This is an optimization exercise on Yosys and OpenROAD, whose aim is small area and a short achievable clock period, not a production implementation. Function was checked by simulation only, so behaviour that the tests miss may differ from the original. Power and IR drop assume default switching activity.

### flow/run.sh
#!/bin/bash
# synth_recipe.tcl (not shown) runs the flow's synth.tcl, then flattens the netlist and writes it again
# the make line also repeats each setting of config.mk as NAME=value (left out here)
make -C /OpenROAD-flow-scripts/flow DESIGN_CONFIG=/design/flow/config.mk WORK_HOME=/design/flow/orfs CLKGATE_MAP_FILE= SYNTH_SCRIPT=/design/flow/synth_recipe.tcl finish
### flow/design.v
module wiz_pixel_decoder #(
    parameter N           = 64,
    parameter FRAME_BYTES = 6 * N,
    parameter [7:0] ACK_BYTE = 8'h06
) (
    input  wire                 clk,
    input  wire                 rst,
    input  wire                 rx_valid,
    input  wire [7:0]           rx_data,
    output wire                 rx_ready,
    output wire                 tx_valid,
    output wire [7:0]           tx_data,
    input  wire                 tx_ready,
    output wire                 disp_start,
    input  wire                 disp_done,
    input  wire [$clog2(N)-1:0] s1_raddr,
    input  wire [$clog2(N)-1:0] s2_raddr,
    output reg  [23:0]          s1_rdata,
    output reg  [23:0]          s2_rdata
);
    localparam CNT_W = $clog2(FRAME_BYTES);
    localparam SB    = 8 * FRAME_BYTES;
    reg             rdy;
    reg             dst;
    reg             wt;
    reg             tv;
    reg [CNT_W-1:0] cnt;       
    reg             last;      
    wire rx_fire = rx_valid && rdy;
    always @(posedge clk) begin
        if (rst) begin
            rdy  <= 1'b1;
            dst  <= 1'b0;
            wt   <= 1'b0;
            tv   <= 1'b0;
            cnt  <= {CNT_W{1'b0}};
            last <= 1'b0;
        end else begin
            dst <= rx_fire && last;
            if (rx_fire) begin
                cnt  <= cnt + 1'b1;
                last <= (cnt == FRAME_BYTES - 2);
                if (last) rdy <= 1'b0;
            end
            if (dst) wt <= 1'b1;
            if (wt && disp_done) begin
                wt <= 1'b0;
                tv <= 1'b1;
            end
            if (tv && tx_ready) begin
                tv   <= 1'b0;
                rdy  <= 1'b1;
                cnt  <= {CNT_W{1'b0}};
                last <= 1'b0;
            end
        end
    end
    assign rx_ready   = rdy;
    assign disp_start = dst;
    assign tx_valid   = tv;
    assign tx_data    = ACK_BYTE;
    reg          sh_en;
    reg [7:0]    sh_d;
    reg [SB-1:0] fb;
    always @(posedge clk) begin
        sh_en <= rx_fire;
        sh_d  <= rx_data;
        if (sh_en)
            fb <= {fb[SB-9:0], sh_d};
    end
    wire [24*N-1:0] strip1 = fb[SB-1 -: 24*N];
    wire [24*N-1:0] strip2 = fb[SB-1-24*N -: 24*N];
    wire [N-1:0] sel1, sel2;
    genvar gi, gb;
    generate
        for (gi = 0; gi < N; gi = gi + 1) begin : g_dec
            assign sel1[gi] = (s1_raddr != gi);
            assign sel2[gi] = (s2_raddr != gi);
        end
    endgenerate
    wire [23:0] rd1, rd2;
    generate
        for (gb = 0; gb < 24; gb = gb + 1) begin : g_bit
            wire [N-1:0] col1, col2;
            for (gi = 0; gi < N; gi = gi + 1) begin : g_col
                assign col1[gi] = strip1[24*(N-1-gi) + gb];
                assign col2[gi] = strip2[24*(N-1-gi) + gb];
            end
            wpd_sel64 u_m1 (.sel(sel1), .d(col1), .y(rd1[gb]));
            wpd_sel64 u_m2 (.sel(sel2), .d(col2), .y(rd2[gb]));
        end
    endgenerate
    always @(posedge clk) begin
        s1_rdata <= rd1;
        s2_rdata <= rd2;
    end
endmodule
module wpd_sel64 (
    input  wire [63:0] sel,
    input  wire [63:0] d,
    output wire        y
);
    wire [31:0] m;
    wire [15:0] p;
    wire [3:0]  q;
    genvar g;
    generate
        for (g = 0; g < 32; g = g + 1) begin : g_o2
            wpd_oai22 u (.a1(d[2*g]), .a2(sel[2*g]), .b1(d[2*g+1]), .b2(sel[2*g+1]),
                         .y(m[g]));
        end
        for (g = 0; g < 16; g = g + 1) begin : g_r2
            wpd_nor2 u (.a(m[2*g]), .b(m[2*g+1]), .y(p[g]));
        end
        for (g = 0; g < 4; g = g + 1) begin : g_n4
            wpd_nand4 u (.a(p[4*g]), .b(p[4*g+1]), .c(p[4*g+2]), .d(p[4*g+3]), .y(q[g]));
        end
    endgenerate
    wpd_nor4 u_y (.a(q[0]), .b(q[1]), .c(q[2]), .d(q[3]), .y(y));
endmodule
module wpd_oai22 (
    input  wire a1, a2, b1, b2,
    output wire y
);
    assign y = ~((a1 | a2) & (b1 | b2));
endmodule
module wpd_nor2 (
    input  wire a, b,
    output wire y
);
    assign y = ~(a | b);
endmodule
module wpd_nand4 (
    input  wire a, b, c, d,
    output wire y
);
    assign y = ~(a & b & c & d);
endmodule
module wpd_nor4 (
    input  wire a, b, c, d,
    output wire y
);
    assign y = ~(a | b | c | d);
endmodule
### flow/config.mk
export PLATFORM = sky130hd
export DESIGN_NAME = wiz_pixel_decoder
export DESIGN_NICKNAME = wiz_pixel_decoder
export VERILOG_FILES = /design/flow/design.v
export SDC_FILE = /design/flow/constraint.sdc
export NUM_CORES = 4
export LEC_CHECK = 0
export CAP_MARGIN = 20
export CORE_ASPECT_RATIO = 0.5
export CORE_MARGIN = 2
export CORE_UTILIZATION = 65
export CTS_CLUSTER_DIAMETER = 60
export CTS_CLUSTER_SIZE = 28
export SETUP_SLACK_MARGIN = 3.6
export SLEW_MARGIN = 20
export SYNTH_HIERARCHICAL = 1
export TNS_END_PERCENT = 5
### flow/constraint.sdc
create_clock -name core_clock -period 6.0 [get_ports {clk}]
set_input_delay 1.2000 -clock core_clock [delete_from_list [all_inputs] [get_ports {clk}]]
set_output_delay 1.2000 -clock core_clock [all_outputs]
set_load 0.01 [all_outputs]
==> results.cfg, run 1 <==
[route]
wl_per_cell_um = 29.5
first_pass_iters = 5
drt_iter0_drc = 8177
drc = 0
wl_um = 256000
ant_nets = 0
vias = 60386
viasPerCell = 6.95

[placed_design]
place_ws_ns = 1.51
dpl-instance-area_um2 = 114000
port_buffers = 75
hpwl_um = 157000
routabilityCongestion = 0.898
place_inst = 8344

[clock_tree]
cts_tree = yes
clk_pin_slew_worst_paths_ns = 0.10
cts_root_buf = clkbuf_16
clock_latency_ns = 0.83
cts.sink_count = 3143
cts_buffer_depth = 4
cts_made_buffers = 146
h-tree-depth = 4

[power_and_ir_drop]
power_frac_clock_pct = 31.9
p_leak_nw = 30.5
switchingPower_w = 0.00731
peakVddDrop_mv = 0.213
seqPwrFrac_pct = 66.0
p_sw_share_pct = 19.9
combinationalPowerShare_pct = 2.2
p_int_w = 0.0295
power_density_nw_per_um2 = 304

[floorplan]
core-area_um2 = 167000
die_y_um = 294
io_pins = 84
rows = 106
die_w_um = 583
initial_utilization_pct = 65.3
dieArea_um2 = 171000

[critical_path]
critPathLaunchType = primary input
cpPeakStageDelay_ns = 0.42
cp.buffers_inverters = 2
cp-end-kind = flop
worstSetupPathType = in2reg
crit_arrival_ns = 3.32
crit_required_ns = 6.70
cp_cell_sequence = buf_4 > nand2b_2 > nor2_2 > nand2_1 > buf_12 > o22ai_1 > nor2_1 > nand4_1 > nor4_2
cpLargestDelayFamily = simple AND/OR/NAND/NOR gates
crit_fanout = 24
crit_slowest_cell = nor2_2

[timing]
hold_viol = 0
fin_crit_sh_pct = 43.7
max_clock_freq_ghz = 0.381
setup_ws_ns = 3.38
setup-tns-final_ns = 0
grt_setup_unrepaired = true
worst_slew_pin_slew_ns = 1.02
slew_headroom_pct = 32.2
finalSetupViolCount = 0
fin_crit_ns = 2.62
finalMaxSlewViolations = 0
fin_skew_ns = 0.0303

[global_route]
grt_pass1_vias = 57441
grt_pass1_wl_um = 373000
grt_max_degree = 215
grt_antenna_before_repair = 1
gr-total-overflow = 0
track_usage_pct = 29.5

[job]
drv_cap = 0

[yosys]
synth_ff_type = edfxtp_1
synthArstFlopShare_pct = 0
synth_seq_area_share_pct = 85.8
ys_ff_latch = 3143
syn_avg_cell_area_um2 = 18.4
synth_edf_count = 3072
ys_types = 31
syn_inst = 5942
ys_warn_count = 7
synth_area_um2 = 109000

[cells_and_area]
final_cell_mix = 3,072 x edfxtp_1, 1,536 x o22ai_1, 771 x nor2_1
final_common_cell = edfxtp_1
nNetsFinal = 6398
fin_cells = 8686
utilization_pct = 72.6
drive_gt1_share_pct = 10.9
design_area_um2 = 121000
nFillCells = 10071
syn_to_final_growth_pct = 11.0

[hold_path]
min_path_type = reg2reg

[outcome]
status = no timing/DRC/antenna violations
-- Yosys stat by module, one instance, submodules excluded, a selection --
module             area (um2)  cells inside
wiz_pixel_decoder       94800          3398
wpd_nand4                6.26             1
wpd_nor2                 3.75             1
wpd_nor4                 12.5             1
wpd_oai22                6.26             1
-- worst paths after layout --
| path | from | end | slack [ns] | cells past startpoint |
|---|---|---|---|---|
| worst max register to register | sh_en | fb[2930] | 3.65 | 2 |
| worst min-delay path | sh_d[5] | fb[5] | 0.42 | 0 |
| worst min register to register | sh_d[5] | fb[5] | 0.42 | 0 |
| worst max-delay path | s2_raddr[1] | s2_rdata[16] | 3.38 | 9 |
-- flip-flops by register name, indices dropped and copies added, names as in the netlist --
register / flops
cnt: 9
dst: 1
fb: 3072
last: 1
rdy: 1
s1_rdata: 24
s2_rdata: 24
sh_d: 8
sh_en: 1
tv: 1
wt: 1
-- repair_timing --
action / CTS / global route
setup buffers: 68 / 1
gates cloned: 23 / 0
gates resized for setup: 745 / 3
setup endpoints to repair: 1122 / 1472
pin swaps: 50 / 4
hold buffers: 0 / 0
-- cells in the mapped netlist, types with 3 or more instances --
cell	instances	area, um2
edfxtp_1	3072	92200
o22ai_1	1536	9610
nor2_1	794	2980
nand4_1	194	1210
nand2_1	136	510
dfxtp_1	71	1420
nor4_2	48	601
clkbuf_1	15	56.3
nor3_1	12	60.1
a21oi_1	8	40.0
buf_4	8	60.1
nand2b_1	8	50.1
inv_1	4	15.0
nor2b_1	4	25.0
o21ai_0	4	20.0
nor4_1	3	18.8
-- area by class of cell --
class	count	area [um2]	area share, %
Clock inverter	46	556	0.459
Sequential cell	3143	93800	77.4
Timing Repair Buffer	293	3700	3.06
Tap cell	2214	2770	2.29
Inverter	4	15.0	0.0124
Clock buffer	198	3980	3.28
Antenna cell	5	12.5	0.0103
Multi-Input combinational cell	2783	16400	13.5
-- worst register-to-register path: cells and delay by family, from the launching register on --
family | cells | cell delay, ns
buffers and inverters | 2 | 1.13
DFF | 1 | 0.80
-- per-layer routing --
metal | GRT usage [%] | share of wire, % | vias up
met4 | 8.09 | 3.0 | 0
met1 | 44.4 | 41 | 30990
met5 | 0 | 0 | -
met2 | 45.7 | 46 | 3246
li1 | - | - | 25730
met3 | 4.86 | 10 | 420
-- cells by family after synthesis --
group                      synth area share (%)
and+or+nand+nor                            5.08
AOI/OAI and AO/OA                          8.91
other                                   0.00688
adders and majority gates                0.0229
xor gates and xnor gates                 0.0161
buffers and inverters                     0.120
DFF                                        85.8
-- power by group through the flow --
stage / Clock [W] / Sequential, W / Combinational (W)
final: 0.0117 / 0.0243 / 0.000800
after CTS: 0.0119 / 0.0243 / 0.000778
after detailed placement: 0 / 0.0248 / 0.000693
after floorplan: 0 / 0.0259 / 0.000123
after global routing: 0.0126 / 0.0243 / 0.000846
after global placement: 0 / 0.0248 / 0.000655
-- metrics by stage --
| step | hold slack (ns) | total power, W |
|---|---|---|
| after floorplan | 0.386 | 0.0260 |
| after global placement | 0.392 | 0.0254 |
| after CTS | 0.419 | 0.0370 |
| after detailed placement | 0.390 | 0.0255 |
| after global routing | 0.423 | 0.0378 |
| final | 0.417 | 0.0368 |
==> run 2, diff against run 1 <==
--- a/flow/config.mk
+++ b/flow/config.mk
@@ -6,10 +6,9 @@
 export NUM_CORES = 4
 export LEC_CHECK = 0
 export CAP_MARGIN = 20
-export CORE_ASPECT_RATIO = 0.5
 export CORE_MARGIN = 2
 export CORE_UTILIZATION = 65
-export CTS_CLUSTER_DIAMETER = 60
+export CTS_CLUSTER_DIAMETER = 90
 export CTS_CLUSTER_SIZE = 28
 export SETUP_SLACK_MARGIN = 3.6
 export SLEW_MARGIN = 20
==> run 2 against run 1 <==
Design area rose by 1.0%. Via count up 0.76%. Core utilization grew 0.73 points. Clock skew about the same. Count of clock-buffer cells in the layout increased by 1. Routed wire length increased by 7.3%. Sequential cell count is the same. Register-to-register slack got worse by 0.12 ns. Clock power is 9% lower. Worst hold slack got worse by 0.0041 ns. Critical path depth increased by 2. Global-route usage increased by 2.1 points. Critical endpoint is now s1_rdata[13]. Largest cell class unchanged. Highest routed layer is now met5.
==> results.cfg, run 2 <==
[cells_and_area]
seq_area_um2 = 93800
drive_gt1_share_pct = 11.7
syn_to_final_growth_pct = 12.2
largest_reg_flops = 3072
final_common_cell = edfxtp_1
fin_cells = 8714
largestRegisters = fb x3072, s1_rdata x24, s2_rdata x24
nFillCells = 10009
multiInputGateArea_um2 = 16500
nNetsFinal = 6458
largest_register = fb
final_cell_mix = 3,072 x edfxtp_1, 1,532 x o22ai_1, 767 x nor2_1

[yosys]
yosysMostFrequentCell = edfxtp_1
synth_area_um2 = 109000
synth_ff_type = edfxtp_1
synth_seq_area_share_pct = 85.8
syn_inst = 5942
synthArstFlopShare_pct = 0
ys_types = 31
yosys.area.top_type = edfxtp_1
synth_top_cell_area_share_pct = 84.5
synth.area.top_cells = edfxtp_1 85%, o22ai_1 8.8%, nor2_1 2.7%
synth_commonest_cells = 3,072 x edfxtp_1, 1,536 x o22ai_1, 794 x nor2_1
syn_avg_cell_area_um2 = 18.4
ys_warn_count = 7
ys_ff_latch = 3143
synth_edf_count = 3072

[clock_tree]
cts.sink_count = 3143
h-tree-depth = 4
clk_pin_slew_worst_paths_ns = 0.11
clock_latency_ns = 0.82
cts_root_buf = clkbuf_16
cts_made_buffers = 131
cts_buffer_depth = 3
cts_tree = yes
cts-hold-fix-buffers = 0

[floorplan]
rows = 150
io_pins = 84
initial_utilization_pct = 65.3
core-area_um2 = 167000
dieArea_um2 = 171000
die_w_um = 414
die_y_um = 414

[placed_design]
routabilityCongestion = 0.868
port_buffers = 75
place_inst = 8351
hpwl_um = 169000

[global_route]
grt_pass1_vias = 57007
grt_max_degree = 192
gr-total-overflow = 0
track_usage_pct = 31.6
grt_antenna_before_repair = 2
grt_pass1_wl_um = 389000

[critical_path]
r2r_end = fb[3010]
crit_arrival_ns = 3.37
crit_fanout = 7
crit_slowest_cell = nand4_1
crit_required_ns = 6.72
rrSetupSlack_ns = 3.53
cp_cell_sequence = buf_12 > nand2b_4 > nor3_4 > nand2_8 > buf_4 > buf_12 > buf_4 > o22ai_1 > nor2_1 > nand4_1 > nor4_2
worstSetupPathType = in2reg
rr_worst_depth = 2
r2r_start = sh_en
critPathLaunchType = primary input
cpPeakStageDelay_ns = 0.58
cp-end-kind = flop
cpLargestDelayFamily = simple AND/OR/NAND/NOR gates
cp.buffers_inverters = 4

[timing]
max_clock_freq_ghz = 0.378
grt_setup_unrepaired = true
setup-tns-final_ns = 0
worst_slew_pin_slew_ns = 1.06
fin_crit_ns = 2.65
fin_crit_sh_pct = 44.1
finalMaxSlewViolations = 0
finalSetupViolCount = 0
fin_skew_ns = 0.0305
hold-worst-slack_ns = 0.413
slew_headroom_pct = 29.0
hold_viol = 0

[route]
drc = 0
wl_per_cell_um = 31.6
first_pass_iters = 6
viasPerCell = 6.98
ant_nets = 0
drt_iter0_drc = 8608
vias = 60846
wl_um = 275000

[hold_path]
min_path_type = reg2reg
holdPathEnd = fb[5]
min_path_cells = 0
min_from = sh_d[5]

[power_and_ir_drop]
finalPower_w = 0.0358
p_leak_nw = 31.2
power_density_nw_per_um2 = 293
peakVddDrop_mv = 0.304

[job]
drv_cap = 0

[outcome]
status = no timing/DRC/antenna violations
## run 2: cell types whose count changed in the layout (fill, tap and decap cells not counted), sizes merged
cell / previous run / this run
bufbuf: 17 / 36
nor2b: 4 / 6
buf: 260 / 322
clkinv: 23 / 7
diode: 5 / 1
and2: 3 / 2
clkbuf: 198 / 200
clkinvlp: 9 / 1
bufinv: 9 / 0
nand2: 140 / 136
dlygate4sd2: 1 / 0
inv: 9 / 8
clkdlybuf4s15: 3 / 0
## run 2: worst max path at each step
stage / start / endpoint / slack, ns / cells after the start
detailed placement: s1_raddr[4] / s1_rdata[19] / 1.36 / 7
finish: s1_raddr[0] / s1_rdata[13] / 3.35 / 11
CTS: s2_rdata[19] / s2_rdata[19] / 3.36 / 1
global placement: s1_raddr[1] / s1_rdata[19] / 1.47 / 7
global route: s1_raddr[2] / s1_rdata[22] / 3.37 / 11
floorplan: sh_en / fb[0] / -15.87 / 0
## run 2: stage by stage
stage / setup WS [ns] / area, um2 / util (%)
floorplan: -15.87 / 109000 / -
global placement: 1.47 / 114000 / 68.2
detailed placement: 1.36 / 114000 / 68.2
CTS: 3.36 / 122000 / 72.9
global route: 3.37 / 122000 / 73.3
finish: 3.35 / 122000 / 73.3
## run 2: Yosys stat by module, one instance, submodules excluded, excerpt
module             flops+latches  cells  copies in the design
wiz_pixel_decoder           3143   3398                     1
wpd_nor4                       0      1                    48
wpd_nand4                      0      1                   192
wpd_oai22                      0      1                  1536
wpd_nor2                       0      1                   768
## run 2: layout make-up
class | count | share of cell area (%)
Antenna cell | 1 | 0.00204
Sequential cell | 3143 | 76.7
Clock inverter | 12 | 0.0767
Tap cell | 2204 | 2.25
Inverter | 4 | 0.0123
Multi-Input combinational cell | 2780 | 13.5
Timing Repair Buffer | 371 | 4.45
Clock buffer | 199 | 3.03
## run 2: logic make-up (layout without fill, tap and decap cells)
kind of cell,after synthesis,count (layout),share of synthesized area (%)
compound gates,1555,1555,8.91
xor+xnor,2,2,0.0161
fa+ha+maj,2,2,0.0229
buf+inv,27,586,0.120
flops,3143,3143,85.8
other cells,2,9,0.00688
simple gates,1211,1213,5.08
## run 2: timing repair
| action | in CTS | in global routing |
|---|---|---|
| cloned | 44 | 1 |
| pin swaps | 76 | 43 |
| setup endpoints to repair | 1800 | 1147 |
| resized for setup | 878 | 58 |
| setup buffers | 57 | 49 |
## run 2: per-layer routing
metal	global-route usage [%]	part of all wire [%]
met5	0	0.0087
met3	4.47	8.6
met2	50.1	48
met1	45.7	39
met4	11.5	4.5
## run 2: report_power, final
part / internal, W / leakage [nW] / switching [W] / total [W]
logic: 0.000204 / 6.85 / 0.000663 / 0.000867
clock network: 0.00436 / 1.83 / 0.00634 / 0.0107
registers: 0.0242 / 22.5 / 0.000118 / 0.0243
total: 0.0287 / 31.2 / 0.00712 / 0.0358
==> run 3, diff against run 2 <==
--- a/flow/config.mk
+++ b/flow/config.mk
@@ -6,6 +6,7 @@
 export NUM_CORES = 4
 export LEC_CHECK = 0
 export CAP_MARGIN = 20
+export CORE_ASPECT_RATIO = 0.5
 export CORE_MARGIN = 2
 export CORE_UTILIZATION = 65
 export CTS_CLUSTER_DIAMETER = 90
==> run 3 against run 2 <==
Synthesized cell count stayed put. Setup slack better by 0.091 ns. Sequential share of layout area up 0.44 points. Worst hold slack got worse by 0.00063 ns. Highest routed layer unchanged.
==> results.cfg, run 3 <==
[clock_tree]
clock_latency_ns = 0.82
cts_tree = yes
cts_made_buffers = 138
h-tree-depth = 4
cts_root_buf = clkbuf_16
cts_buffer_depth = 4
cts.sink_count = 3143
clk_pin_slew_worst_paths_ns = 0.10

[global_route]
grt_max_degree = 215
grt_pass1_vias = 57434
gr-total-overflow = 0
grt_pass1_wl_um = 373000
track_usage_pct = 29.5
grt_antenna_before_repair = 3

[yosys]
ys_warn_count = 7
syn_inst = 5942
synth_edf_count = 3072
synthArstFlopShare_pct = 0
yosysMostFrequentCell = edfxtp_1
synth.area.top_cells = edfxtp_1 85%, o22ai_1 8.8%, nor2_1 2.7%
syn_avg_cell_area_um2 = 18.4
synth_commonest_cells = 3,072 x edfxtp_1, 1,536 x o22ai_1, 794 x nor2_1
synth_area_um2 = 109000
synth_ff_type = edfxtp_1
synth_top_cell_area_share_pct = 84.5
ys_ff_latch = 3143
synth_seq_area_share_pct = 85.8
ys_types = 31
yosys.area.top_type = edfxtp_1

[power_and_ir_drop]
p_leak_nw = 30.7
peakVddDrop_mv = 0.213
power_density_nw_per_um2 = 295

[timing]
max_clock_freq_ghz = 0.391
hold-worst-slack_ns = 0.412
finalMaxSlewViolations = 0
fin_skew_ns = 0.0328
grt_setup_unrepaired = true
setup-tns-final_ns = 0
slew_headroom_pct = 28.8
fin_crit_sh_pct = 42.6
finalSetupViolCount = 0
hold_viol = 0
fin_crit_ns = 2.56
worst_slew_pin_slew_ns = 1.07

[cells_and_area]
syn_to_final_growth_pct = 11.5
seq_area_um2 = 93800
final_cell_mix = 3,072 x edfxtp_1, 1,535 x o22ai_1, 769 x nor2_1
multiInputGateArea_um2 = 16700
drive_gt1_share_pct = 11.0
largest_reg_flops = 3072
fin_cells = 8703
final_common_cell = edfxtp_1
design_area_um2 = 122000
nFillCells = 10038
largestRegisters = fb x3072, s1_rdata x24, s2_rdata x24
largest_register = fb
nNetsFinal = 6421

[route]
first_pass_iters = 6
ant_nets = 0
viasPerCell = 6.94
wl_per_cell_um = 29.9
wl_um = 261000
drt_iter0_drc = 7910
drc = 0
vias = 60422

[placed_design]
dpl-instance-area_um2 = 114000
routabilityCongestion = 0.898
place_inst = 8344
hpwl_um = 157000
port_buffers = 75

[floorplan]
core-area_um2 = 167000
die_w_um = 583
io_pins = 84
die_y_um = 294
rows = 106
initial_utilization_pct = 65.3
dieArea_um2 = 171000

[job]
drv_cap = 0

[critical_path]
r2r_end = fb[250]
cpPeakStageDelay_ns = 0.64
crit_fanout = 24
worstSetupPathType = in2reg
r2r_start = sh_en
critPathLaunchType = primary input
rrSetupSlack_ns = 3.59
cp_cell_sequence = buf_4 > nor4_4 > nand2_1 > buf_12 > o22ai_1 > nor2_1 > nand4_1 > nor4_2
rr_worst_depth = 2
crit_required_ns = 6.68
cp-end-kind = flop
crit_slowest_cell = nor4_4
crit_arrival_ns = 3.24

[outcome]
status = no timing/DRC/antenna violations

[hold_path]
holdPathEnd = fb[1]
min_path_cells = 0
min_path_type = reg2reg
min_from = sh_d[1]
## run 3: cell counts after synthesis
No cell type changed its count.
## run 3: stage by stage
stage / util, % / setup slack [ns] / power [W]
finish: 72.8 / 3.44 / 0.0359
detailed placement: 68.1 / 1.51 / 0.0255
CTS: 72.4 / 3.42 / 0.0361
global placement: 68.1 / 1.57 / 0.0254
floorplan: - / -15.87 / 0.0260
global route: 72.8 / 3.43 / 0.0369
## run 3: logic make-up after synthesis
kind of cell / count (synthesis) / synth area share [%]
xor+xnor: 2 / 0.0161
other cells: 2 / 0.00688
fa+ha+maj: 2 / 0.0229
simple gates: 1211 / 5.08
flops: 3143 / 85.8
buf+inv: 27 / 0.120
compound gates: 1555 / 8.91
## run 3: worst max path at each step
stage	start	endpoint	slack [ns]	depth (start not counted)
2_1_floorplan	sh_en	fb[0]	-15.87	0
3_3_place_gp	s1_raddr[5]	s1_rdata[22]	1.57	7
3_5_place_dp	s1_raddr[5]	s1_rdata[14]	1.51	7
4_1_cts	s2_rdata[13]	s2_rdata[13]	3.42	1
5_1_grt	s2_rdata[13]	s2_rdata[13]	3.43	1
6_report	s1_raddr[0]	s1_rdata[7]	3.44	8
## run 3: metal layers
layer  routed length, um  global-route usage, %  up-vias  part of all wire (%)
met3               25100                   5.40      454                   9.6
li1                    -                      -    25764                     -
met5                  26                      0        -                 0.010
met1              105000                   43.9    31043                    40
met2              121000                   45.5     3157                    46
met4                9330                   9.12        4                   3.6
## run 3: worst max-delay path, delay by kind of cell
family / cells / cell delay [ns]
and+or+nand+nor: 5 / 1.39
AOI/OAI and AO/OA: 1 / 0.22
buffers and inverters: 2 / 0.39
## run 3: power breakdown
group / total [W] / switching [W] / internal, W / leakage, nW
clock network: 0.0108 / 0.00635 / 0.00446 / 1.86
logic: 0.000835 / 0.000657 / 0.000178 / 6.29
registers: 0.0243 / 0.000106 / 0.0242 / 22.5
total: 0.0359 / 0.00712 / 0.0288 / 30.7
## run 3: modules after synthesis, one instance, submodules excluded, excerpt
module	cells	area [um2]
wpd_oai22	1	6.26
wpd_nor2	1	3.75
wpd_nor4	1	12.5
wpd_nand4	1	6.26
wiz_pixel_decoder	3398	94800
## run 3: layout make-up
class	count	share of cell area [%]
clock inverters	6	0.0669
multi-input cells	2781	13.7
clock buffers	224	3.14
repair buffers	326	3.68
inverters	4	0.0123
well taps	2214	2.28
flip-flops and latches	3143	77.1
diodes	5	0.0103
## run 3: what timing repair did
item	CTS	global route
pin swaps	54	10
endpoints found under the setup margin	1088	1498
gates cloned	27	11
buffers inserted	67	18
hold buffers	0	0
gates resized for setup	810	58
==> run 4, diff against run 3 <==
--- a/flow/config.mk
+++ b/flow/config.mk
@@ -6,12 +6,11 @@
 export NUM_CORES = 4
 export LEC_CHECK = 0
 export CAP_MARGIN = 20
-export CORE_ASPECT_RATIO = 0.5
 export CORE_MARGIN = 2
 export CORE_UTILIZATION = 65
 export CTS_CLUSTER_DIAMETER = 90
 export CTS_CLUSTER_SIZE = 28
-export SETUP_SLACK_MARGIN = 3.6
+export SETUP_SLACK_MARGIN = 3.5
 export SLEW_MARGIN = 20
 export SYNTH_HIERARCHICAL = 1
 export TNS_END_PERCENT = 5
==> run 4 against run 3 <==
Worst hold slack about the same. Final cell count decreased by 0.68%. Clock power about the same. Combinational power decreased by 4.0%. Non-clock buffer count decreased by 25. Sequential share of layout area increased by 0.66 points. Sequential cell count unchanged. Synthesized cell count unchanged. Core utilization decreased by 0.59 points. Via count decreased by 0.67%. Clock skew decreased by 0.00053 ns. Die area decreased by 0.12%. Critical endpoint is now s1_rdata[19].
==> results.cfg, run 4 <==
[critical_path]
crit_required_ns = 6.70
crit_slowest_cell = nand4_1
crit_fanout = 7
cp_cell_sequence = buf_8 > nand2b_4 > nor3_1 > buf_4 > nand2_8 > buf_12 > o22ai_1 > nor2_1 > nand4_1 > nor4_2
worstSetupPathType = in2reg
critPathLaunchType = primary input
crit_arrival_ns = 3.37
cpPeakStageDelay_ns = 0.70
cp-end-kind = flop

[route]
vias = 60015
ant_nets = 0
wl_per_cell_um = 30.8
drc = 0
wl_um = 266000
drt_iter0_drc = 8474
first_pass_iters = 8
viasPerCell = 6.94

[timing]
finalMaxSlewViolations = 0
fin_crit_ns = 2.66
hold_viol = 0
max_clock_freq_ghz = 0.376
grt_setup_unrepaired = true
slew_headroom_pct = 29.6
fin_crit_sh_pct = 44.4
worst_slew_pin_slew_ns = 1.06
finalSetupViolCount = 0
setup-tns-final_ns = 0
fin_skew_ns = 0.0322

[cells_and_area]
final_common_cell = edfxtp_1
seq_area_um2 = 93800
utilization_pct = 72.2
nNetsFinal = 6386
syn_to_final_growth_pct = 10.6
nFillCells = 10300
largest_reg_flops = 3072
final_cell_mix = 3,072 x edfxtp_1, 1,536 x o22ai_1, 771 x nor2_1
fin_cells = 8644
multiInputGateArea_um2 = 16200
drive_gt1_share_pct = 10.4
largestRegisters = fb x3072, s1_rdata x24, s2_rdata x24
largest_register = fb

[yosys]
synth_commonest_cells = 3,072 x edfxtp_1, 1,536 x o22ai_1, 794 x nor2_1
synth_seq_area_share_pct = 85.8
yosys.area.top_type = edfxtp_1
synthArstFlopShare_pct = 0
ys_warn_count = 7
synth_ff_type = edfxtp_1
synth.area.top_cells = edfxtp_1 85%, o22ai_1 8.8%, nor2_1 2.7%
ys_ff_latch = 3143
synth_top_cell_area_share_pct = 84.5
syn_inst = 5942
ys_types = 31
syn_avg_cell_area_um2 = 18.4
yosysMostFrequentCell = edfxtp_1
synth_area_um2 = 109000
synth_edf_count = 3072

[floorplan]
dieArea_um2 = 171000
rows = 150
initial_utilization_pct = 65.3
core-area_um2 = 167000
io_pins = 84
die_y_um = 414
die_w_um = 414

[placed_design]
port_buffers = 75
place_inst = 8351
hpwl_um = 169000
routabilityCongestion = 0.868

[global_route]
grt_pass1_vias = 56562
track_usage_pct = 30.6
use_met1_pct = 44.7
grt_max_degree = 192
met2_usage_pct = 48.3
gr-total-overflow = 0
grt_pass1_wl_um = 379000
busiest_layer = met2
use_met3_pct = 4.28
grt_antenna_before_repair = 2

[job]
drv_cap = 0

[power_and_ir_drop]
peakVddDrop_mv = 0.302
p_leak_nw = 30.2
power_density_nw_per_um2 = 296

[clock_tree]
clk_pin_slew_worst_paths_ns = 0.10
cts.sink_count = 3143
cts_made_buffers = 131
clock_latency_ns = 0.81
h-tree-depth = 4
cts_buffer_depth = 3
cts_tree = yes
cts_root_buf = clkbuf_16

[outcome]
status = no timing/DRC/antenna violations

[hold_path]
min_path_type = reg2reg
run 4: power breakdown:
| group | leakage, nW | internal [W] | switching, W |
|---|---|---|---|
| registers | 22.5 | 0.0242 | 0.000119 |
| clock network | 1.83 | 0.00435 | 0.00631 |
| logic | 5.87 | 0.000169 | 0.000633 |
run 4: per-layer routing:
| layer | wire length [um] | vias to the layer above |
|---|---|---|
| li1 | - | 25681 |
| met1 | 106000 | 30869 |
| met2 | 128000 | 3055 |
| met3 | 21600 | 408 |
| met4 | 10900 | 2 |
| met5 | 11 | - |
run 4: timing repair:
action	4_1_cts	5_1_grt
pin swaps	49	20
endpoints found under the setup margin	1477	333
resized for setup	700	80
hold buffers	0	0
gates cloned	23	4
buffers inserted	31	21
run 4: layout make-up:
| class | count | area share [%] |
|---|---|---|
| flip-flops and latches | 3143 | 77.8 |
| multi-input cells | 2778 | 13.4 |
| repair buffers | 301 | 3.37 |
| clock buffers | 199 | 3.07 |
| well taps | 2204 | 2.29 |
| clock inverters | 12 | 0.0778 |
| inverters | 4 | 0.0124 |
| diodes | 3 | 0.00622 |
run 4: stage by stage:
| stage | hold WS [ns] | total power, W | setup WS, ns | instance area (um2) |
|---|---|---|---|---|
| finish | 0.412 | 0.0358 | 3.34 | 121000 |
| global route | 0.421 | 0.0367 | 3.37 | 121000 |
| global placement | 0.387 | 0.0255 | 1.47 | 114000 |
| CTS | 0.414 | 0.0359 | 3.30 | 120000 |
| detailed placement | 0.390 | 0.0255 | 1.36 | 114000 |
| floorplan | 0.386 | 0.0260 | -15.87 | 109000 |
run 4: Yosys stat by module (local to each module, per instance), excerpt:
module	copies in the design	cell area (um2)
wiz_pixel_decoder	1	94800
wpd_nor4	48	12.5
wpd_nand4	192	6.26
wpd_oai22	1536	6.26
wpd_nor2	768	3.75
run 4: final timing paths:
check	startpoint	to	slack, ns	cells past startpoint
hold reg to reg	sh_d[2]	fb[2]	0.41	0
setup reg to reg	sh_en	fb[825]	3.53	2
hold / removal	sh_d[2]	fb[2]	0.41	0
setup / recovery	s1_raddr[2]	s1_rdata[19]	3.34	10
run 4: logic make-up (layout without fill, tap and decap cells):
logic type               count (synthesis)  in the layout  synth area share (%)
AO/OA/AOI/OAI                         1555           1555                  8.91
XOR/XNOR                                 2              2                0.0161
adder cells (fa/ha/maj)                  2              2                0.0229
buffers and inverters                   27            516                 0.120
flip-flops                            3143           3143                  85.8
other                                    2             11               0.00688
AND/OR/NAND/NOR                       1211           1211                  5.08
run 4: worst max-delay path, delay by kind of cell:
kind            cells  cell delay [ns]
compound gates      1             0.09
simple gates        6             1.60
buf+inv             3             0.45
==> run 5, diff against run 4 <==
--- a/flow/design.v
+++ b/flow/design.v
@@ -59,14 +59,10 @@
     assign disp_start = dst;
     assign tx_valid   = tv;
     assign tx_data    = ACK_BYTE;
-    reg          sh_en;
-    reg [7:0]    sh_d;
     reg [SB-1:0] fb;
     always @(posedge clk) begin
-        sh_en <= rx_fire;
-        sh_d  <= rx_data;
-        if (sh_en)
-            fb <= {fb[SB-9:0], sh_d};
+        if (rx_fire)
+            fb <= {fb[SB-9:0], rx_data};
     end
     wire [24*N-1:0] strip1 = fb[SB-1 -: 24*N];
     wire [24*N-1:0] strip2 = fb[SB-1-24*N -: 24*N];
--- a/flow/config.mk
+++ b/flow/config.mk
@@ -8,9 +8,9 @@
 export CAP_MARGIN = 20
 export CORE_MARGIN = 2
 export CORE_UTILIZATION = 65
-export CTS_CLUSTER_DIAMETER = 90
+export CTS_CLUSTER_DIAMETER = 60
 export CTS_CLUSTER_SIZE = 28
-export SETUP_SLACK_MARGIN = 3.5
+export SETUP_SLACK_MARGIN = 3.45
 export SLEW_MARGIN = 20
 export SYNTH_HIERARCHICAL = 1
 export TNS_END_PERCENT = 5
==> run 5 against run 4 <==
Sequential power barely moved. Still clean. Critical path depth fell by 1. Combinational power rose by 1%. Non-clock buffer count fell by 4. Synthesized cell count fell by 0.15%. Setup slack got worse by 0.057 ns. Clock skew rose by 0.00086 ns. Core utilization rose by 0.75 points. Area after synthesis fell by 0.17%. Routed wire length rose by 0.68%. Maximum frequency fell by 2.1%. Sequential cell count fell by 9.
==> results.cfg, run 5 <==
[outcome]
status = no timing/DRC/antenna violations

[yosys]
ys_types = 31
synth_compound_area_share_pct = 8.93
yosys.area.top_type = edfxtp_1
synth.area.top_cells = edfxtp_1 85%, o22ai_1 8.8%, nor2_1 2.7%
synth_xor_area_share_pct = 0.0161
synth_edf_count = 3072
synth_ff_type = edfxtp_1
yosysMostFrequentCell = edfxtp_1
ys_warn_count = 7
synthSimpleGateAreaFrac_pct = 5.09
synth.area.mux_share_pct = 0
synthAdderAreaFrac_pct = 0.0230
synthArstFlopShare_pct = 0
synth_top_family_by_area = compound AO/OA/AOI/OAI gates
synth_commonest_cells = 3,072 x edfxtp_1, 1,536 x o22ai_1, 794 x nor2_1
ys_ff_latch = 3134
synth_area_um2 = 109000
syn_inst = 5933
syn_avg_cell_area_um2 = 18.4
synth_seq_area_share_pct = 85.8
synth_top_cell_area_share_pct = 84.7

[timing]
hold_viol = 0
fin_skew_ns = 0.0331
finalMaxSlewViolations = 0
slew_headroom_pct = 46.7
setup-tns-final_ns = 0
fin_crit_sh_pct = 45.3
fin_crit_ns = 2.72
finalSetupViolCount = 0
grt_setup_unrepaired = true
max_clock_freq_ghz = 0.368
worst_slew_pin_slew_ns = 0.798

[clock_tree]
cts_buffer_depth = 3
cts.sink_count = 3134
cts_root_buf = clkbuf_16
h-tree-depth = 4
cts_made_buffers = 163
clock_latency_ns = 0.83
cts_tree = yes
clk_pin_slew_worst_paths_ns = 0.10

[route]
wl_um = 268000
viasPerCell = 6.93
wl_per_cell_um = 30.7
first_pass_iters = 6
ant_nets = 0
vias = 60498
drc = 0
drt_iter0_drc = 8778

[cells_and_area]
nFillCells = 10095
utilization_pct = 73.0
largest_reg_flops = 3072
final_common_cell = edfxtp_1
fin_cells = 8733
seq_area_um2 = 93600
final_cell_mix = 3,072 x edfxtp_1, 1,536 x o22ai_1, 766 x nor2_1
nNetsFinal = 6415
multiInputGateArea_um2 = 16000
syn_to_final_growth_pct = 11.8
drive_gt1_share_pct = 11.7
largestRegisters = fb x3072, s1_rdata x24, s2_rdata x24
largest_register = fb

[power_and_ir_drop]
peakVddDrop_mv = 0.330
p_leak_nw = 30.5
power_density_nw_per_um2 = 316
finalPower_w = 0.0385

[critical_path]
crit_required_ns = 6.68
crit_arrival_ns = 3.39
worstSetupPathType = in2reg
crit_fanout = 24
cp-end-kind = flop
critPathLaunchType = primary input

[floorplan]
initial_utilization_pct = 65.3
die_w_um = 413
core-area_um2 = 167000
die_y_um = 413
io_pins = 84
rows = 150
dieArea_um2 = 171000

[global_route]
track_usage_pct = 31.1
grt_pass1_wl_um = 383000
grt_pass1_vias = 56557
gr-total-overflow = 0
grt_max_degree = 177
grt_antenna_before_repair = 3

[placed_design]
hpwl_um = 171000
place_inst = 8386
port_buffers = 75
routabilityCongestion = 0.945

[hold_path]
min_path_type = reg2reg

[job]
drv_cap = 0
## run 5: cells by family (layout without fill, tap and decap cells)
logic type	count (synthesis)	in the layout
flops	3134	3134
buf+inv	27	606
xor+xnor	2	2
fa+ha+maj	2	2
compound gates	1555	1555
other cells	2	10
simple gates	1211	1220
## run 5: final timing paths
kind	from	endpoint	slack, ns	depth (start not counted)
max	s1_raddr[3]	s1_rdata[5]	3.28	9
min	fb[2725]	fb[2733]	0.44	0
max reg2reg	rdy	fb[2170]	3.76	7
min reg2reg	fb[2725]	fb[2733]	0.44	0
## run 5: final cells by class
cell class                 instances  share of cell area (%)
clock buffer                     188                    3.64
antenna                            2                 0.00411
sequential                      3134                    76.9
timing repair buffer             297                    2.89
multi-input combinational       2787                    13.1
tap                             2204                    2.26
timing repair inverter             1                 0.00411
clock inverter                   116                    1.18
inverter                           4                  0.0154
## run 5: modules after synthesis, one instance, submodules excluded, excerpt
module	copies in the design	cells	flip-flops and latches	area [um2]
wiz_pixel_decoder	1	3389	3134	94600
wpd_nand4	192	1	0	6.26
wpd_oai22	1536	1	0	6.26
wpd_nor4	48	1	0	12.5
wpd_nor2	768	1	0	3.75
## run 5: what timing repair did
action,CTS,global route
pin swaps,44,3
buffers inserted,23,0
gates cloned,16,2
hold buffers,0,0
gates resized for setup,635,14
setup endpoints to repair,2957,1717
## run 5: stage by stage
| step | setup WS (ns) | area (um2) | hold slack [ns] |
|---|---|---|---|
| 3_3_place_gp | 1.30 | 114000 | 0.428 |
| 2_1_floorplan | -42.03 | 109000 | 0.427 |
| 4_1_cts | 3.31 | 122000 | 0.441 |
| 6_report | 3.28 | 122000 | 0.440 |
| 5_1_grt | 3.29 | 122000 | 0.450 |
| 3_5_place_dp | 1.31 | 114000 | 0.433 |
## run 5: worst max-delay path, cell delays in order
cell,delay [ns]
buf_4,0.16
nand2b_4,0.18
nor3_2,0.49
nand2_1,0.21
buf_12,0.21
o22ai_1,0.17
nor2_1,0.08
nand4_1,0.53
nor4_2,0.12
## run 5: power by group
group	internal [W]	total [W]	leakage [nW]	switching, W
combinational	0.000171	0.000814	5.15	0.000642
clock	0.00615	0.0135	2.84	0.00732
sequential	0.0241	0.0242	22.5	0.000112
total	0.0304	0.0385	30.5	0.00808
## run 5: layer usage
layer | vias to the layer above | GRT usage, % | share of wire, %
met2 | 3209 | 47.7 | 47
met1 | 30999 | 45.0 | 40
li1 | 25798 | - | -
met3 | 488 | 4.70 | 8.1
met4 | 4 | 14.1 | 5.1
met5 | - | 0 | 0.0078
==> run 6, diff against run 5 <==
--- a/flow/design.v
+++ b/flow/design.v
@@ -59,10 +59,14 @@
     assign disp_start = dst;
     assign tx_valid   = tv;
     assign tx_data    = ACK_BYTE;
+    reg          sh_en;
+    reg [7:0]    sh_d;
     reg [SB-1:0] fb;
     always @(posedge clk) begin
-        if (rx_fire)
-            fb <= {fb[SB-9:0], rx_data};
+        sh_en <= rx_fire;
+        sh_d  <= rx_data;
+        if (sh_en)
+            fb <= {fb[SB-9:0], sh_d};
     end
     wire [24*N-1:0] strip1 = fb[SB-1 -: 24*N];
     wire [24*N-1:0] strip2 = fb[SB-1-24*N -: 24*N];
--- a/flow/config.mk
+++ b/flow/config.mk
@@ -6,11 +6,12 @@
 export NUM_CORES = 4
 export LEC_CHECK = 0
 export CAP_MARGIN = 20
+export CORE_ASPECT_RATIO = 0.5
 export CORE_MARGIN = 2
 export CORE_UTILIZATION = 65
-export CTS_CLUSTER_DIAMETER = 60
+export CTS_CLUSTER_DIAMETER = 90
 export CTS_CLUSTER_SIZE = 28
-export SETUP_SLACK_MARGIN = 3.45
+export SETUP_SLACK_MARGIN = 3.6
 export SLEW_MARGIN = 20
 export SYNTH_HIERARCHICAL = 1
-export TNS_END_PERCENT = 5
+export TNS_END_PERCENT = 100
==> run 6 against run 5 <==
Design area increased by 0.53%. Clock skew decreased by 0.0021 ns. Critical path depth decreased by 8. Total power decreased by 6.5%. Combinational power increased by 6.8%. Register-to-register slack got worse by 0.12 ns. Count of clock-buffer cells in the layout increased by 36. Final cell count decreased by 0.10%. Non-clock buffer count increased by 54. Setup slack improved by 0.18 ns. Routed wire length decreased by 0.89%. Maximum frequency increased by 7.2%.
==> results.cfg, run 6 <==
[critical_path]
cp.buffers_inverters = 1
crit_required_ns = 4.80
cpPeakStageDelay_ns = 0.40
crit_start = s2_rdata[13]
worstSetupPathType = reg2out
crit_fanout = 1
cp-end-kind = output pin
crit_slowest_cell = dfxtp_4
cp.depth = 1
r2r_end = fb[2890]
rrSetupSlack_ns = 3.64
r2r_start = sh_en
critPathLaunchType = flop
cpLargestDelayFamily = flip-flops
crit_end = s2_rdata[13]
crit_arrival_ns = 1.34
cp_cell_sequence = buf_6
rr_worst_depth = 2

[floorplan]
initial_utilization_pct = 65.3
io_pins = 84
dieArea_um2 = 171000
die_y_um = 294
core-area_um2 = 167000
die_w_um = 583
rows = 106

[timing]
finalSetupViolCount = 0
fin_crit_sh_pct = 42.3
setup_ws_ns = 3.46
grt_setup_unrepaired = true
worst_slew_pin_slew_ns = 1.06
setup-tns-final_ns = 0
slew_headroom_pct = 29.5
hold_viol = 0
fin_crit_ns = 2.54
max_clock_freq_ghz = 0.394
finalMaxSlewViolations = 0
fin_skew_ns = 0.0310

[power_and_ir_drop]
seqPwrFrac_pct = 67.5
power_frac_clock_pct = 30.1
p_int_w = 0.0288
finalPower_w = 0.0360
peakVddDrop_mv = 0.213
switchingPower_w = 0.00715
combinationalPowerShare_pct = 2.4
power_density_nw_per_um2 = 294
p_sw_share_pct = 19.9
p_leak_nw = 31.2

[clock_tree]
cts.sink_count = 3143
cts_tree = yes
cts_buffer_depth = 4
clock_latency_ns = 0.82
cts_made_buffers = 138
h-tree-depth = 4
clk_pin_slew_worst_paths_ns = 0.11
cts_root_buf = clkbuf_16

[global_route]
grt_pass1_vias = 57459
grt_max_degree = 215
gr-total-overflow = 0
track_usage_pct = 29.5
grt_pass1_wl_um = 373000
grt_antenna_before_repair = 1

[placed_design]
routabilityCongestion = 0.898
hpwl_um = 157000
dpl-instance-area_um2 = 114000
place_inst = 8344
port_buffers = 75
place_ws_ns = 1.51

[route]
wl_um = 266000
first_pass_iters = 5
drt_iter0_drc = 8443
viasPerCell = 6.99
wl_per_cell_um = 30.4
ant_nets = 0
vias = 60958
drc = 0

[yosys]
ys_warn_count = 7
synth_seq_area_share_pct = 85.8
synth_top_cell_area_share_pct = 84.5
yosysMostFrequentCell = edfxtp_1
yosys.area.top_type = edfxtp_1
syn_inst = 5942
synth_commonest_cells = 3,072 x edfxtp_1, 1,536 x o22ai_1, 794 x nor2_1
synth_ff_type = edfxtp_1
synth.area.top_cells = edfxtp_1 85%, o22ai_1 8.8%, nor2_1 2.7%
synth_edf_count = 3072
ys_types = 31
syn_avg_cell_area_um2 = 18.4
ys_ff_latch = 3143
synth_area_um2 = 109000
synthArstFlopShare_pct = 0

[cells_and_area]
final_common_cell = edfxtp_1
final_cell_mix = 3,072 x edfxtp_1, 1,535 x o22ai_1, 769 x nor2_1
largest_register = fb
nNetsFinal = 6446
drive_gt1_share_pct = 11.6
largestRegisters = fb x3072, s1_rdata x24, s2_rdata x24
design_area_um2 = 122000
largest_reg_flops = 3072
fin_cells = 8724
syn_to_final_growth_pct = 12.2

[outcome]
status = no timing/DRC/antenna violations

[job]
drv_cap = 0

[hold_path]
min_path_type = reg2reg
-- run 6: changes by cell type in the layout (fill, tap and decap cells not counted), sizes merged, moves of 9 or more --
cell           change
clkinvlp          -11
bufinv            -11
clkinv            -46
dfxtp              +9
inv               -43
buf               +28
bufbuf            +17
clkdlybuf4s15     -11
clkbuf            +56
-- run 6: area by class of cell --
cell class	instances	area, um2
Sequential cell	3143	93800
Multi-Input combinational cell	2781	16800
Fill cell	9912	44500
Tap cell	2214	2770
Inverter	4	15.0
Antenna cell	1	2.50
Timing Repair Buffer	351	5180
Clock inverter	6	81.3
Clock buffer	224	3820
-- run 6: worst min-delay path by stage --
stage / start / to / cells past startpoint
global route: sh_d[5] / fb[5] / 0
floorplan: sh_d[0] / fb[0] / 0
detailed placement: sh_d[2] / fb[2] / 0
CTS: sh_d[1] / fb[1] / 0
finish: sh_d[1] / fb[1] / 0
global placement: sh_d[1] / fb[1] / 0
-- run 6: cells by family after synthesis --
kind of cell | Yosys count | share of synthesized area, %
flip-flops | 3143 | 85.8
AO/OA/AOI/OAI | 1555 | 8.91
AND/OR/NAND/NOR | 1211 | 5.08
buffers and inverters | 27 | 0.120
XOR/XNOR | 2 | 0.0161
adder cells (fa/ha/maj) | 2 | 0.0229
other | 2 | 0.00688
-- run 6: power groups by stage --
stage,clock network (W),registers (W),logic (W)
final,0.0108,0.0243,0.000869
after detailed placement,0,0.0248,0.000693
after global routing,0.0117,0.0243,0.000915
after floorplan,0,0.0259,0.000123
after CTS,0.0110,0.0243,0.000803
after global placement,0,0.0248,0.000655
-- run 6: per-module statistics from Yosys, one instance, submodules excluded, excerpt --
| module | flip-flops and latches | times used | area [um2] | cells inside |
|---|---|---|---|---|
| wiz_pixel_decoder | 3143 | 1 | 94800 | 3398 |
| wpd_nor4 | 0 | 48 | 12.5 | 1 |
| wpd_nand4 | 0 | 192 | 6.26 | 1 |
| wpd_oai22 | 0 | 1536 | 6.26 | 1 |
| wpd_nor2 | 0 | 768 | 3.75 | 1 |
-- run 6: stage by stage --
| stage | utilization [%] | hold slack [ns] |
|---|---|---|
| 6_report | 73.3 | 0.412 |
| 5_1_grt | 73.3 | 0.423 |
| 4_1_cts | 72.6 | 0.414 |
| 3_5_place_dp | 68.1 | 0.390 |
| 3_3_place_gp | 68.1 | 0.392 |
| 2_1_floorplan | - | 0.386 |
-- run 6: what timing repair did --
item	in CTS	in global routing
cloned	27	22
setup buffers	68	31
hold buffers	0	0
endpoints found under the setup margin	1088	273
hold endpoints to repair	0	0
pin swaps	54	43
gates resized for setup	867	97
-- run 6: routing by layer --
metal | vias to the layer above | global-route usage (%) | wire length [um]
met1 | 31241 | 44.0 | 106000
li1 | 25833 | - | -
met5 | - | 0 | 13
met2 | 3438 | 45.6 | 123000
met3 | 444 | 5.29 | 26000
met4 | 2 | 9.08 | 10200
==> run 7, diff against run 6 <==
--- a/flow/config.mk
+++ b/flow/config.mk
@@ -8,7 +8,7 @@
 export CAP_MARGIN = 20
 export CORE_ASPECT_RATIO = 0.5
 export CORE_MARGIN = 2
-export CORE_UTILIZATION = 65
+export CORE_UTILIZATION = 60
 export CTS_CLUSTER_DIAMETER = 90
 export CTS_CLUSTER_SIZE = 28
 export SETUP_SLACK_MARGIN = 3.6
==> run 7 against run 6 <==
Non-clock buffer count grew 78. Register-to-register slack gained 0.02 ns. Design area grew 1.1%. Clock power is essentially flat. Still clean on timing, DRC and antenna. Via count shrank 0.39%. Largest cell class unchanged. Sequential share of layout area shrank 0.87 points. Sequential power is essentially flat.
==> results.cfg, run 7 <==
[floorplan]
die_w_um = 607
rows = 110
die_y_um = 306
initial_utilization_pct = 60.5
dieArea_um2 = 185000
core-area_um2 = 180000
io_pins = 84

[yosys]
ys_warn_count = 7
synthArstFlopShare_pct = 0
syn_avg_cell_area_um2 = 18.4
synth_ff_type = edfxtp_1
synth_top_family_by_area = compound AO/OA/AOI/OAI gates
yosysMostFrequentCell = edfxtp_1
synth.area.mux_share_pct = 0
synth.area.top_cells = edfxtp_1 85%, o22ai_1 8.8%, nor2_1 2.7%
synth_xor_area_share_pct = 0.0161
yosys.area.top_type = edfxtp_1
ys_types = 31
synth_area_um2 = 109000
ys_ff_latch = 3143
synth_commonest_cells = 3,072 x edfxtp_1, 1,536 x o22ai_1, 794 x nor2_1
synthSimpleGateAreaFrac_pct = 5.08
synth_seq_area_share_pct = 85.8
synth_top_cell_area_share_pct = 84.5
synthAdderAreaFrac_pct = 0.0229
synth_edf_count = 3072
syn_inst = 5942
synth_compound_area_share_pct = 8.91

[critical_path]
cp_cell_sequence = buf_6
rrSetupSlack_ns = 3.66
r2r_end = fb[2930]
cpPeakStageDelay_ns = 0.43
critPathLaunchType = flop
rr_worst_depth = 2
r2r_start = sh_en
crit_required_ns = 4.80
cp-end-kind = output pin
crit_fanout = 1
cpLargestDelayFamily = flip-flops
worstSetupPathType = reg2out
crit_slowest_cell = dfxtp_4
crit_arrival_ns = 1.40
cp.buffers_inverters = 1

[clock_tree]
clock_latency_ns = 0.84
cts_tree = yes
cts_made_buffers = 138
cts_root_buf = clkbuf_16
clk_pin_slew_worst_paths_ns = 0.11
h-tree-depth = 4
cts.sink_count = 3143
cts_buffer_depth = 4

[timing]
hold-worst-slack_ns = 0.408
finalMaxSlewViolations = 0
setup-tns-final_ns = 0
hold_viol = 0
fin_crit_ns = 2.60
max_clock_freq_ghz = 0.385
finalSetupViolCount = 0
slew_headroom_pct = 23.5
worst_slew_pin_slew_ns = 1.15
fin_skew_ns = 0.0337
fin_crit_sh_pct = 43.3
grt_setup_unrepaired = true

[global_route]
grt_pass1_vias = 57240
grt_pass1_wl_um = 378000
track_usage_pct = 27.7
grt_max_degree = 197
grt_antenna_before_repair = 0
gr-total-overflow = 0

[cells_and_area]
largestRegisters = fb x3072, s1_rdata x24, s2_rdata x24
final_common_cell = edfxtp_1
syn_to_final_growth_pct = 13.5
largest_reg_flops = 3072
drive_gt1_share_pct = 13.0
fin_cells = 8998
final_cell_mix = 3,072 x edfxtp_1, 1,522 x o22ai_1, 753 x nor2_1
seq_area_um2 = 93800
multiInputGateArea_um2 = 17300
largest_register = fb
nNetsFinal = 6533
nFillCells = 11693

[power_and_ir_drop]
finalPower_w = 0.0360
p_leak_nw = 31.4
power_density_nw_per_um2 = 291
peakVddDrop_mv = 0.223

[hold_path]
min_from = sh_d[5]
holdPathEnd = fb[5]
min_path_cells = 0
min_path_type = reg2reg

[route]
drc = 0
wl_um = 268000
viasPerCell = 6.75
first_pass_iters = 6
drt_iter0_drc = 8513
ant_nets = 0
vias = 60721
wl_per_cell_um = 29.8

[placed_design]
place_inst = 8545
port_buffers = 75
hpwl_um = 164000
routabilityCongestion = 0.938

[job]
drv_cap = 0

[outcome]
status = no timing/DRC/antenna violations
==> run 7: cell counts after synthesis <==
No cell type changed its count.
==> run 7: worst max-delay path by stage <==
stage | from | end | slack [ns] | cells past startpoint
6_report | s1_rdata[17] | s1_rdata[17] | 3.40 | 1
5_1_grt | s1_rdata[17] | s1_rdata[17] | 3.35 | 1
4_1_cts | s1_rdata[17] | s1_rdata[17] | 3.33 | 1
3_5_place_dp | s1_raddr[5] | s1_rdata[22] | 1.18 | 7
3_3_place_gp | s1_raddr[4] | s1_rdata[14] | 1.30 | 7
2_1_floorplan | sh_en | fb[0] | -15.87 | 0
==> run 7: layout make-up <==
class	count	area share (%)
clock inverters	1	0.0243
inverters	4	0.0121
flip-flops and latches	3143	75.7
multi-input cells	2790	14.0
well taps	2408	2.43
clock buffers	221	3.06
repair buffers	429	4.75
diodes	2	0.00404
==> run 7: logic make-up after synthesis <==
logic type | Yosys count
flip-flops | 3143
AO/OA/AOI/OAI | 1555
AND/OR/NAND/NOR | 1211
buffers and inverters | 27
XOR/XNOR | 2
adder cells (fa/ha/maj) | 2
other | 2
==> run 7: Yosys stat by module, one instance, submodules excluded, a selection <==
module             cells  times used
wpd_nor4               1          48
wpd_nand4              1         192
wpd_nor2               1         768
wpd_oai22              1        1536
wiz_pixel_decoder   3398           1
==> run 7: stage by stage <==
stage / worst slack [ns] / cell area, um2 / util (%)
floorplan: -15.87 / 109000 / -
detailed placement: 1.18 / 114000 / 63.3
global placement: 1.30 / 114000 / 63.3
finish: 3.40 / 124000 / 68.7
CTS: 3.33 / 121000 / 67.3
global route: 3.35 / 124000 / 68.7
==> run 7: power by group <==
| group | switching [W] | total [W] | internal, W |
|---|---|---|---|
| Combinational | 0.000700 | 0.000928 | 0.000228 |
| Clock | 0.00637 | 0.0108 | 0.00442 |
| Sequential | 0.000104 | 0.0243 | 0.0242 |
==> run 7: timing repair <==
action / in CTS / in global routing
setup endpoints to repair: 1286 / 530
hold buffers: 0 / 0
buffers inserted: 50 / 131
pin swaps: 62 / 121
resized for setup: 856 / 168
gates cloned: 31 / 17
==> run 7: per-layer routing <==
| layer | GRT usage [%] | part of all wire (%) | vias to the layer above |
|---|---|---|---|
| met5 | 0 | 0 | - |
| met4 | 6.33 | 2.7 | 0 |
| met3 | 5.33 | 9.2 | 352 |
| met2 | 43.1 | 47 | 3065 |
| met1 | 41.4 | 41 | 31319 |
| li1 | - | - | 25985 |
==> run 8, diff against run 7 <==
--- a/flow/design.v
+++ b/flow/design.v
@@ -71,11 +71,16 @@
     wire [24*N-1:0] strip1 = fb[SB-1 -: 24*N];
     wire [24*N-1:0] strip2 = fb[SB-1-24*N -: 24*N];
     wire [N-1:0] sel1, sel2;
+    wire [7:0]   lo1, hi1, lo2, hi2;
+    wpd_dec3 u_lo1 (.a(s1_raddr[2:0]), .y(lo1));
+    wpd_dec3 u_hi1 (.a(s1_raddr[5:3]), .y(hi1));
+    wpd_dec3 u_lo2 (.a(s2_raddr[2:0]), .y(lo2));
+    wpd_dec3 u_hi2 (.a(s2_raddr[5:3]), .y(hi2));
     genvar gi, gb;
     generate
         for (gi = 0; gi < N; gi = gi + 1) begin : g_dec
-            assign sel1[gi] = (s1_raddr != gi);
-            assign sel2[gi] = (s2_raddr != gi);
+            wpd_nand2 u_s1 (.a(hi1[gi/8]), .b(lo1[gi%8]), .y(sel1[gi]));
+            wpd_nand2 u_s2 (.a(hi2[gi/8]), .b(lo2[gi%8]), .y(sel2[gi]));
         end
     endgenerate
     wire [23:0] rd1, rd2;
@@ -124,6 +129,23 @@
 );
     assign y = ~((a1 | a2) & (b1 | b2));
 endmodule
+module wpd_dec3 (
+    input  wire [2:0] a,
+    output wire [7:0] y
+);
+    genvar g;
+    generate
+        for (g = 0; g < 8; g = g + 1) begin : g_y
+            assign y[g] = (a == g);
+        end
+    endgenerate
+endmodule
+module wpd_nand2 (
+    input  wire a, b,
+    output wire y
+);
+    assign y = ~(a & b);
+endmodule
 module wpd_nor2 (
     input  wire a, b,
     output wire y
--- a/flow/config.mk
+++ b/flow/config.mk
@@ -8,10 +8,10 @@
 export CAP_MARGIN = 20
 export CORE_ASPECT_RATIO = 0.5
 export CORE_MARGIN = 2
-export CORE_UTILIZATION = 60
+export CORE_UTILIZATION = 65
 export CTS_CLUSTER_DIAMETER = 90
 export CTS_CLUSTER_SIZE = 28
 export SETUP_SLACK_MARGIN = 3.6
 export SLEW_MARGIN = 20
 export SYNTH_HIERARCHICAL = 1
-export TNS_END_PERCENT = 100
+export TNS_END_PERCENT = 5
==> run 8 against run 7 <==
Clock skew about the same. Register-to-register slack improved by 0.02 ns. Design area decreased by 1.5%. Area after synthesis about the same. Synthesized cell count shrank 0.57%. Maximum frequency increased by 0.78%. Combinational power fell by 3.1%. Core utilization increased by 4.4 points. Via count is 0.86% higher. Sequential cell count did not move. Global-route usage is 2.5 points higher. Critical path depth up 7.
==> results.cfg, run 8 <==
[outcome]
status = no timing/DRC/antenna violations

[cells_and_area]
drive_gt1_share_pct = 11.6
largest_register = fb
final_cell_mix = 3,072 x edfxtp_1, 1,532 x o22ai_1, 757 x nor2_1
fin_cells = 8682
nNetsFinal = 6415
final_common_cell = edfxtp_1
largest_reg_flops = 3072
largestRegisters = fb x3072, s1_rdata x24, s2_rdata x24
syn_to_final_growth_pct = 11.8

[critical_path]
cp_cell_sequence = buf_4 > nor3b_2 > buf_6 > nand2_2 > o22ai_1 > nor2_1 > nand4_1 > nor4_2
r2r_start = sh_en
worstSetupPathType = in2reg
crit_slowest_cell = nand2_2
cp-end-kind = flop
rr_worst_depth = 2
cpPeakStageDelay_ns = 0.45
rrSetupSlack_ns = 3.68
crit_fanout = 24
crit_arrival_ns = 3.26
crit_required_ns = 6.68
r2r_end = fb[56]
critPathLaunchType = primary input

[yosys]
ys_types = 31
synth_area_um2 = 109000
synthArstFlopShare_pct = 0
synth_commonest_cells = 3,072 x edfxtp_1, 1,536 x o22ai_1, 774 x nor2_1
syn_avg_cell_area_um2 = 18.5
ys_warn_count = 7
synth_edf_count = 3072
yosys.area.top_type = edfxtp_1
yosysMostFrequentCell = edfxtp_1
synth.area.top_cells = edfxtp_1 85%, o22ai_1 8.8%, nor2_1 2.7%
synth_seq_area_share_pct = 85.9
syn_inst = 5908
synth_top_cell_area_share_pct = 84.6
synth_ff_type = edfxtp_1
ys_ff_latch = 3143

[power_and_ir_drop]
switchingPower_w = 0.00714
power_density_nw_per_um2 = 295
peakVddDrop_mv = 0.201
combinationalPowerShare_pct = 2.5
power_frac_clock_pct = 30.1
p_int_w = 0.0289
p_sw_share_pct = 19.8
seqPwrFrac_pct = 67.4
p_leak_nw = 30.8

[clock_tree]
cts_buffer_depth = 4
cts_tree = yes
cts.sink_count = 3143
cts_root_buf = clkbuf_16
clock_latency_ns = 0.82
cts_made_buffers = 138
h-tree-depth = 4
clk_pin_slew_worst_paths_ns = 0.10
cts-hold-fix-buffers = 0

[floorplan]
core-area_um2 = 167000
io_pins = 84
die_w_um = 583
die_y_um = 294
dieArea_um2 = 171000
initial_utilization_pct = 65.4
rows = 106

[timing]
setup-tns-final_ns = 0
fin_crit_sh_pct = 42.9
slew_headroom_pct = 24.8
hold_viol = 0
fin_crit_ns = 2.58
max_clock_freq_ghz = 0.388
setup_ws_ns = 3.42
finalMaxSlewViolations = 0
grt_setup_unrepaired = true
fin_skew_ns = 0.0334
finalSetupViolCount = 0
worst_slew_pin_slew_ns = 1.13

[global_route]
grt_pass1_vias = 57590
track_usage_pct = 30.2
use_met3_pct = 6.06
grt_pass1_wl_um = 381000
gr-total-overflow = 0
met2_usage_pct = 45.5
use_met1_pct = 45.5
busiest_layer = met1
grt_antenna_before_repair = 3
grt_max_degree = 217

[hold_path]
min_from = sh_d[6]
min_path_cells = 0
holdPathEnd = fb[6]
min_path_type = reg2reg

[route]
vias = 61245
wl_um = 264000
drt_iter0_drc = 8921
wl_per_cell_um = 30.4
viasPerCell = 7.05
first_pass_iters = 6
ant_nets = 0
drc = 0

[placed_design]
place_ws_ns = 1.23
place_inst = 8283
routabilityCongestion = 0.900
hpwl_um = 160000
port_buffers = 75

[job]
drv_cap = 0
run 8: cell count changes after synthesis, sizes merged, moves of 4 or more:
cell / change
nor2: -20
clkbuf: -14
and3b: +12
nor3b: +12
nand2b: -8
nor3: -8
and3: +4
nand2: -4
nor2b: -4
run 8: how the worst max path moves through the flow:
stage / from / endpoint / slack [ns] / cells past startpoint
6_report: s1_raddr[0] / s1_rdata[11] / 3.42 / 8
5_1_grt: s2_rdata[11] / s2_rdata[11] / 3.41 / 1
4_1_cts: s2_rdata[11] / s2_rdata[11] / 3.42 / 1
3_5_place_dp: s1_raddr[4] / s1_rdata[20] / 1.23 / 7
3_3_place_gp: s1_raddr[4] / s1_rdata[4] / 1.26 / 7
2_1_floorplan: sh_en / fb[0] / -15.87 / 0
run 8: worst max-delay path: cells and delay by family:
kind | cells | cell delay [ns]
simple gates | 5 | 1.22
compound gates | 1 | 0.29
buf+inv | 2 | 0.52
run 8: metrics by stage:
step / hold WS, ns / cell area (um2) / total power, W / util (%)
detailed placement: 0.390 / 114000 / 0.0255 / 68.1
floorplan: 0.386 / 109000 / 0.0260 / -
global route: 0.414 / 122000 / 0.0370 / 73.1
global placement: 0.389 / 113000 / 0.0254 / 68.0
CTS: 0.397 / 121000 / 0.0361 / 72.7
finish: 0.396 / 122000 / 0.0360 / 73.1
run 8: repair_timing:
item | 4_1_cts | 5_1_grt
gates cloned | 44 | 4
gates resized for setup | 817 | 45
setup endpoints to repair | 1531 | 954
pin swaps | 80 | 18
buffers inserted | 99 | 31
run 8: kinds of logic (layout without fill, tap and decap cells):
group                      Yosys count  in the layout  synth area share [%]
AOI/OAI and AO/OA                 1555           1555                  8.92
adders and majority gates            2              2                0.0229
and+or+nand+nor                   1191           1216                  5.09
buffers and inverters               13            541                0.0723
other                                2              9               0.00689
xor gates and xnor gates             2              2                0.0161
DFF                               3143           3143                  85.9
run 8: power by group through the flow:
| stage | clock (W) | combinational [W] | sequential (W) |
|---|---|---|---|
| after global placement | 0 | 0.000656 | 0.0248 |
| after detailed placement | 0 | 0.000694 | 0.0248 |
| after global routing | 0.0117 | 0.000945 | 0.0243 |
| after floorplan | 0 | 0.000119 | 0.0259 |
| after CTS | 0.0110 | 0.000852 | 0.0243 |
| final | 0.0109 | 0.000899 | 0.0243 |
run 8: final cells by class:
class,instances,area (um2)
inverter,4,15.0
clock buffer,216,3850
timing repair buffer,318,4170
clock inverter,3,47.5
antenna,1,2.50
multi-input combinational,2783,17400
tap,2214,2770
sequential,3143,93800
fill,9968,44800
run 8: per-module statistics from Yosys (local to each module, per instance), excerpt:
module | copies in the design | cell area (um2) | cells
wiz_pixel_decoder | 1 | 94000 | 3204
wpd_nor4 | 48 | 12.5 | 1
wpd_nor2 | 768 | 3.75 | 1
wpd_nand4 | 192 | 6.26 | 1
wpd_oai22 | 1536 | 6.26 | 1
wpd_dec3 | 4 | 65.1 | 8
wpd_nand2 | 128 | 3.75 | 1
run 8: metal layers:
layer / up-vias / part of all wire [%]
li1: 25731 / -
met1: 31475 / 40
met2: 3584 / 45
met3: 451 / 11
met4: 4 / 3.6
met5: - / 0.0087

port drivers added, routing unchanged:
Ports are ideal in the flow. The routed layouts listed here were re-timed in OpenROAD. Step 1, drivers: a clkbuf_16 drives clk and a buf_2 each remaining input, both assumed. Step 2 adds t to the input delays and takes it off the output delays; t is the mean of the earliest and latest rising clock arrival at the registers after step 1. Input paths then give back, and output paths get back, about the clock's delay inside the block. Slacks: ideal / step 1 / step 2; pairs: ideal / step 1.
run	shift t [ns]	slack for setup (ns)	latest minus earliest clock arrival (ns)
run 1	0.911	3.376 / 3.364 / 2.518	0.046 / 0.046
run 2	0.891	3.351 / 3.337 / 2.451	0.042 / 0.041
run 3	0.908	3.443 / 3.355 / 2.479	0.038 / 0.038
run 4	0.885	3.338 / 3.335 / 2.454	0.040 / 0.040
run 5	0.905	3.281 / 3.271 / 2.395	0.048 / 0.049
run 6	0.903	3.464 / 3.368 / 2.595	0.035 / 0.035
run 7	0.911	3.403 / 3.307 / 2.564	0.051 / 0.051
run 8	0.893	3.423 / 3.370 / 2.536	0.040 / 0.041
After both steps setup and hold are still met in every run listed. For run 3, which loses most, drivers alone change the setup slack by -0.088 ns; drivers and shift together by -0.964 ns.
